Background: an optimization exercise with open tools, aiming at small area, a short achievable clock period and few clock cycles. Do not read the settings as production practice. Function was checked by simulation only, so behaviour that the tests miss may differ from the original.

==> flow/design.v <==
module xxh32_accel (
  input  wire        clk,
  input  wire        rst,
  input  wire        in_valid,
  output wire        in_ready,
  input  wire [1:0]  in_op,
  input  wire [31:0] in_data,
  input  wire [2:0]  in_nbytes,
  output reg         out_valid,
  output reg  [31:0] out_digest
);
  localparam [31:0] P1 = 32'h9E3779B1;
  localparam [31:0] P2 = 32'h85EBCA77;
  localparam [31:0] P3 = 32'hC2B2AE3D;
  localparam [31:0] P4 = 32'h27D4EB2F;
  localparam [31:0] P5 = 32'h165667B1;
  localparam [1:0] OP_UPDATE = 2'd0;
  localparam [1:0] OP_INIT   = 2'd1;
  localparam [1:0] OP_DIGEST = 2'd2;
  localparam [2:0] S_IDLE = 3'd0;
  localparam [2:0] S_CONV = 3'd1;
  localparam [2:0] S_WORD = 3'd2;
  localparam [2:0] S_BYTE = 3'd3;
  localparam [2:0] S_AV1  = 3'd4;
  localparam [2:0] S_AV2  = 3'd5;
  localparam [2:0] S_AV3  = 3'd6;
  reg [31:0]  v1, v2, v3, v4;
  reg [31:0]  total;
  reg [127:0] mem;        
  reg [3:0]   memsize;
  reg         saw_group;
  reg [2:0]   state;
  reg [31:0]  h;
  reg [4:0]   p;
  function [31:0] rotl;
    input [31:0] x;
    input integer r;
    begin
      rotl = (x << r) | (x >> (32 - r));
    end
  endfunction
  function [31:0] round32;
    input [31:0] acc;
    input [31:0] w;
    reg   [31:0] t;
    begin
      t = acc + w * P2;
      round32 = {t[18:0], t[31:19]} * P1;
    end
  endfunction
  assign in_ready = (state == S_IDLE);
  wire accept = in_valid && in_ready;
  reg [151:0] joined;
  reg [4:0]   cnt;
  integer k;
  always @* begin
    joined = {24'd0, mem};
    for (k = 0; k < 4; k = k + 1)
      if (k < in_nbytes)
        joined[8*(memsize + k) +: 8] = in_data[8*k +: 8];
    cnt = {1'b0, memsize} + {2'b00, in_nbytes};
  end
  wire [31:0] tail_word = mem[8*p +: 32];
  wire [7:0]  tail_byte = mem[8*p +: 8];
  always @(posedge clk) begin
    if (rst) begin
      state     <= S_IDLE;
      out_valid <= 1'b0;
    end else begin
      out_valid <= 1'b0;
      case (state)
        S_IDLE: begin
          if (accept) begin
            case (in_op)
              OP_UPDATE: begin
                total <= total + {29'd0, in_nbytes};
                if (cnt >= 5'd16) begin
                  v1      <= round32(v1, joined[31:0]);
                  v2      <= round32(v2, joined[63:32]);
                  v3      <= round32(v3, joined[95:64]);
                  v4      <= round32(v4, joined[127:96]);
                  saw_group   <= 1'b1;
                  mem[23:0] <= joined[151:128];
                  memsize <= cnt[3:0];
                end else begin
                  mem     <= joined[127:0];
                  memsize <= cnt[3:0];
                end
              end
              OP_INIT: begin
                v1      <= in_data + P1 + P2;
                v2      <= in_data + P2;
                v3      <= in_data;
                v4      <= in_data - P1;
                total   <= 32'd0;
                memsize <= 4'd0;
                saw_group   <= 1'b0;
              end
              OP_DIGEST: begin
                state <= S_CONV;
              end
              default: ;
            endcase
          end
        end
        S_CONV: begin
          if (saw_group)
            h <= rotl(v1, 1) + rotl(v2, 7) + rotl(v3, 12) + rotl(v4, 18) + total;
          else
            h <= v3 + P5 + total;
          p     <= 5'd0;
          state <= S_WORD;
        end
        S_WORD: begin
          if (p + 5'd4 <= {1'b0, memsize}) begin
            h <= rotl(h + tail_word * P3, 17) * P4;
            p <= p + 5'd4;
          end else begin
            state <= S_BYTE;
          end
        end
        S_BYTE: begin
          if (p < {1'b0, memsize}) begin
            h <= rotl(h + {24'd0, tail_byte} * P5, 11) * P1;
            p <= p + 5'd1;
          end else begin
            state <= S_AV1;
          end
        end
        S_AV1: begin
          h     <= (h ^ (h >> 15)) * P2;
          state <= S_AV2;
        end
        S_AV2: begin
          h     <= (h ^ (h >> 13)) * P3;
          state <= S_AV3;
        end
        S_AV3: begin
          out_digest <= h ^ (h >> 16);
          out_valid  <= 1'b1;
          state      <= S_IDLE;
        end
        default: state <= S_IDLE;
      endcase
    end
  end
endmodule
==> flow/config.mk <==
export PLATFORM = sky130hd
export DESIGN_NAME = xxh32_accel
export DESIGN_NICKNAME = xxh32_accel
export VERILOG_FILES = /design/flow/design.v
export SDC_FILE = /design/flow/constraint.sdc
export NUM_CORES = 4
export LEC_CHECK = 0
export CAP_MARGIN = 20
export CORE_MARGIN = 2
export CORE_UTILIZATION = 40
export SLEW_MARGIN = 20
==> flow/run.sh <==
#!/bin/bash
# synth_recipe.tcl (not shown) runs the flow's synth.tcl, then flattens the netlist and writes it again
# the make line also repeats each setting of config.mk as NAME=value (left out here)
make -C /OpenROAD-flow-scripts/flow DESIGN_CONFIG=/design/flow/config.mk WORK_HOME=/design/flow/orfs CLKGATE_MAP_FILE= SYNTH_SCRIPT=/design/flow/synth_recipe.tcl finish
==> flow/constraint.sdc <==
create_clock -name core_clock -period 25.0 [get_ports {clk}]
set_input_delay 5.0000 -clock core_clock [delete_from_list [all_inputs] [get_ports {clk}]]
set_output_delay 5.0000 -clock core_clock [all_outputs]
set_load 0.01 [all_outputs]
==> reports/metrics.yaml <==
ant_nets: 0
clock_latency_ps: 740
synthMuxAreaShare_pct: 1.63
ctsRootBufferMaster: "clkbuf_16"
hpwlAfterDp_mm: 497
cp_common_cell: "fa_1"
synth_area_leaders: "fa_1 39%, ha_1 20%, inv_1 12%"
synth_top_family_by_area: "adder cells"
syn_area_per_cell_um2: 9.72
fin_crit_ps: 21840
wire_per_inst_um: 25.9
htreeDepth: 2
synthToLayoutAreaGrowth_pct: 6.68
antenna_found_initial: 38
yosys.area_share.xor_xnor_pct: 6.23
ctsResizeCount: 0
tns_ps: 0
timing_hold_violations_final: 0
io_pins: 74
placedCellCount: 21900
synthCells: 16500
first_pass_iters: 7
drv_slew: 0
routabilityCongestion: 1.06
die_x_um: 637
first_iter_violations: 10300
yosysWarnings: 1
synth_fa_ha_area_share_pct: 59.9
gr-usage-all-layers_pct: 28.4
tightest_slew_ps: 1310
rsz0062_at_grt: "no"
drc_errors: 0
nets: 22500
rows: 232
holdWs_ps: 752
clock.fmax_mhz: 45.8
cp-end-kind: "register"
required_ps: 25450
maxSlewHeadroom_pct: 12.5
synth_area_leader_cell: "fa_1"
cp.arrival_ps: 22280
grt_pass1_wl_mm: 838
ys_seq_elements: 366
cts.clk_slew.worst_paths_ps: 60
overflow: 0
postCtsSetupBuffers: 0
numClockSinks: 366
path_max_fanout: 13
ys_async_sr_fraction_pct: 0
synthTopCellsByCount: "4963 x inv_1, 3148 x fa_1, 2622 x ha_1, 757 x xnor2_1, 558 x a21oi_1"
maxCapViolations: 0
final_cells: 22000
seq_area_frac_synth_pct: 6.83
start_util_pct: 40.1
grt_max_degree: 167
cts-hold-fix-buffers: 0
slowest_stage: "o22ai_1"
fin_crit_sh_pct: 87.4
routed_via_density: 5.27
crit_type: "input pin to register"
start_kind: "input pin"
post-synth-top-count-cell: "inv_1"
final-setup-viol-count: 0
layout-drive-gt1-share_pct: 3.39
cts_buffer_depth: 3
synth-simple-area-share_pct: 5.02
cts_tree: "yes"
postSynthNetCount: 22300
skew_ps: 68.9
grt_pass1_vias: 122000
yosysUniqueCellTypes: 107
ys.flop_type: "edfxtp_1"
port_buffers: 73
synth-compound-area-share_pct: 8.06
synth_top_area_share_pct: 39.3
dieArea_mm2: 0.406
status: "timing/DRC/antenna clean"
cts_made_buffers: 50
synth_edf_count: 362
syn_area_mm2: 0.160
route.vias.total: 116000
die_h_um: 637
hold_class: "register to register"
crit_path_max_incr_delay_ps: 860
core_mm2: 0.399
wl_mm: 569
==> area by class of cell <==
class                   count  area (um^2)
fillers                 39100       228000
multi-input cells       10900       130000
inverters                4972        18700
flip-flops and latches    366        11000
well taps                5265         6590
repair buffers            400         3200
clock buffers              56         1270
clock inverters            37          453
diodes                     16         40.0
==> metal layers <==
| layer | vias to the layer above | wire, um | global-route usage [%] |
|---|---|---|---|
| li1 | 51600 | - | - |
| met1 | 58500 | 237000 | 38.3 |
| met2 | 4615 | 248000 | 43.6 |
| met3 | 1065 | 47400 | 5.54 |
| met4 | 24 | 36100 | 13.9 |
| met5 | - | 160 | 0 |
==> path summary, 6_finish.rpt <==
path         cells after the start                     start                       to  slack [ps]
max reg2reg                     56  memsize[1]$_SDFFCE_PP0P_         v1[31]$_DFFE_PP_        5150
max                             62              in_nbytes[2]         v3[31]$_DFFE_PP_        3160
min reg2reg                      2   total[26]$_SDFFCE_PP0P_  total[26]$_SDFFCE_PP0P_         750
min                              2   total[26]$_SDFFCE_PP0P_  total[26]$_SDFFCE_PP0P_         750
==> worst max-delay path: cells and delay by family <==
family	cells	cell delay, ps
xor gates and xnor gates	11	2440
buffers and inverters	13	1730
adders and majority gates	16	7210
and+or+nand+nor	8	2240
AOI/OAI and AO/OA	13	3480
muxes	1	160
==> layout by cell type (no fill, tap or decap), drive strengths merged, types with 65 or more instances in the layout <==
master,synthesis,layout
o21ai,400,400
nor3,104,104
xor2,310,310
o21a,86,86
a21oi,560,560
fa,3148,3148
a21o,144,144
xnor2,760,760
inv,4966,4973
nor2,544,544
edfxtp,362,362
ha,2622,2622
a22oi,74,74
nor2b,74,74
mux2i,215,215
buf,58,329
and2,65,65
nand2b,78,78
a211oi,78,78
o22ai,205,205
clkdlybuf4s50,0,71
nand2,492,492
nand3,116,116
==> through the flow <==
step / utilization, % / setup WS [ps] / cell area (um^2)
final: 42.8 / 3160 / 171000
after global routing: 42.8 / 2050 / 171000
after CTS: 42.8 / 3270 / 171000
after detailed placement: 42.4 / 2580 / 169000
after global placement: 42.4 / 2740 / 169000
after floorplan: - / 4740 / 160000
==> kinds of logic after synthesis <==
| group | after synthesis |
|---|---|
| buffers and inverters | 5262 |
| muxes | 253 |
| DFF | 366 |
| adders and majority gates | 5783 |
| and+or+nand+nor | 1712 |
| xor gates and xnor gates | 1094 |
| AOI/OAI and AO/OA | 2018 |
==> state kept, by name, indices dropped and copies added, names as in the netlist <==
register    count
state           3
v2             32
h              32
v4             32
memsize         4
saw_group       1
v3             32
out_valid       1
mem           128
v1             32
out_digest     32
total          32
p               5
Testbench counts, summed over its fixed seeds: cycles 34,432.

re-timing with driven ports:
No port has a modelled driver above. Below, the same layout with a new extraction and two added sets of constraints.
Step 1: set_driving_cell puts a clkbuf_16 on clk and a buf_2 on each other input, an assumption about the parent block.
Step 2 moves the port delays by t, midway between the first and last clock arrival at a register: inputs arrive t later, outputs are due t later. That takes back most of the time a late clock gives input paths.
Three values: ideal ports, drivers, drivers and shift; two values: the first two.
t (ns): 0.796
setup slack, ns: 3.162 / 3.104 / 2.308
worst register clock-pin slew, ns: 0.08 / 0.08
After both steps setup and hold are still met in this run. For this run, drivers alone change the setup slack by -0.058 ns; drivers and shift together by -0.854 ns.
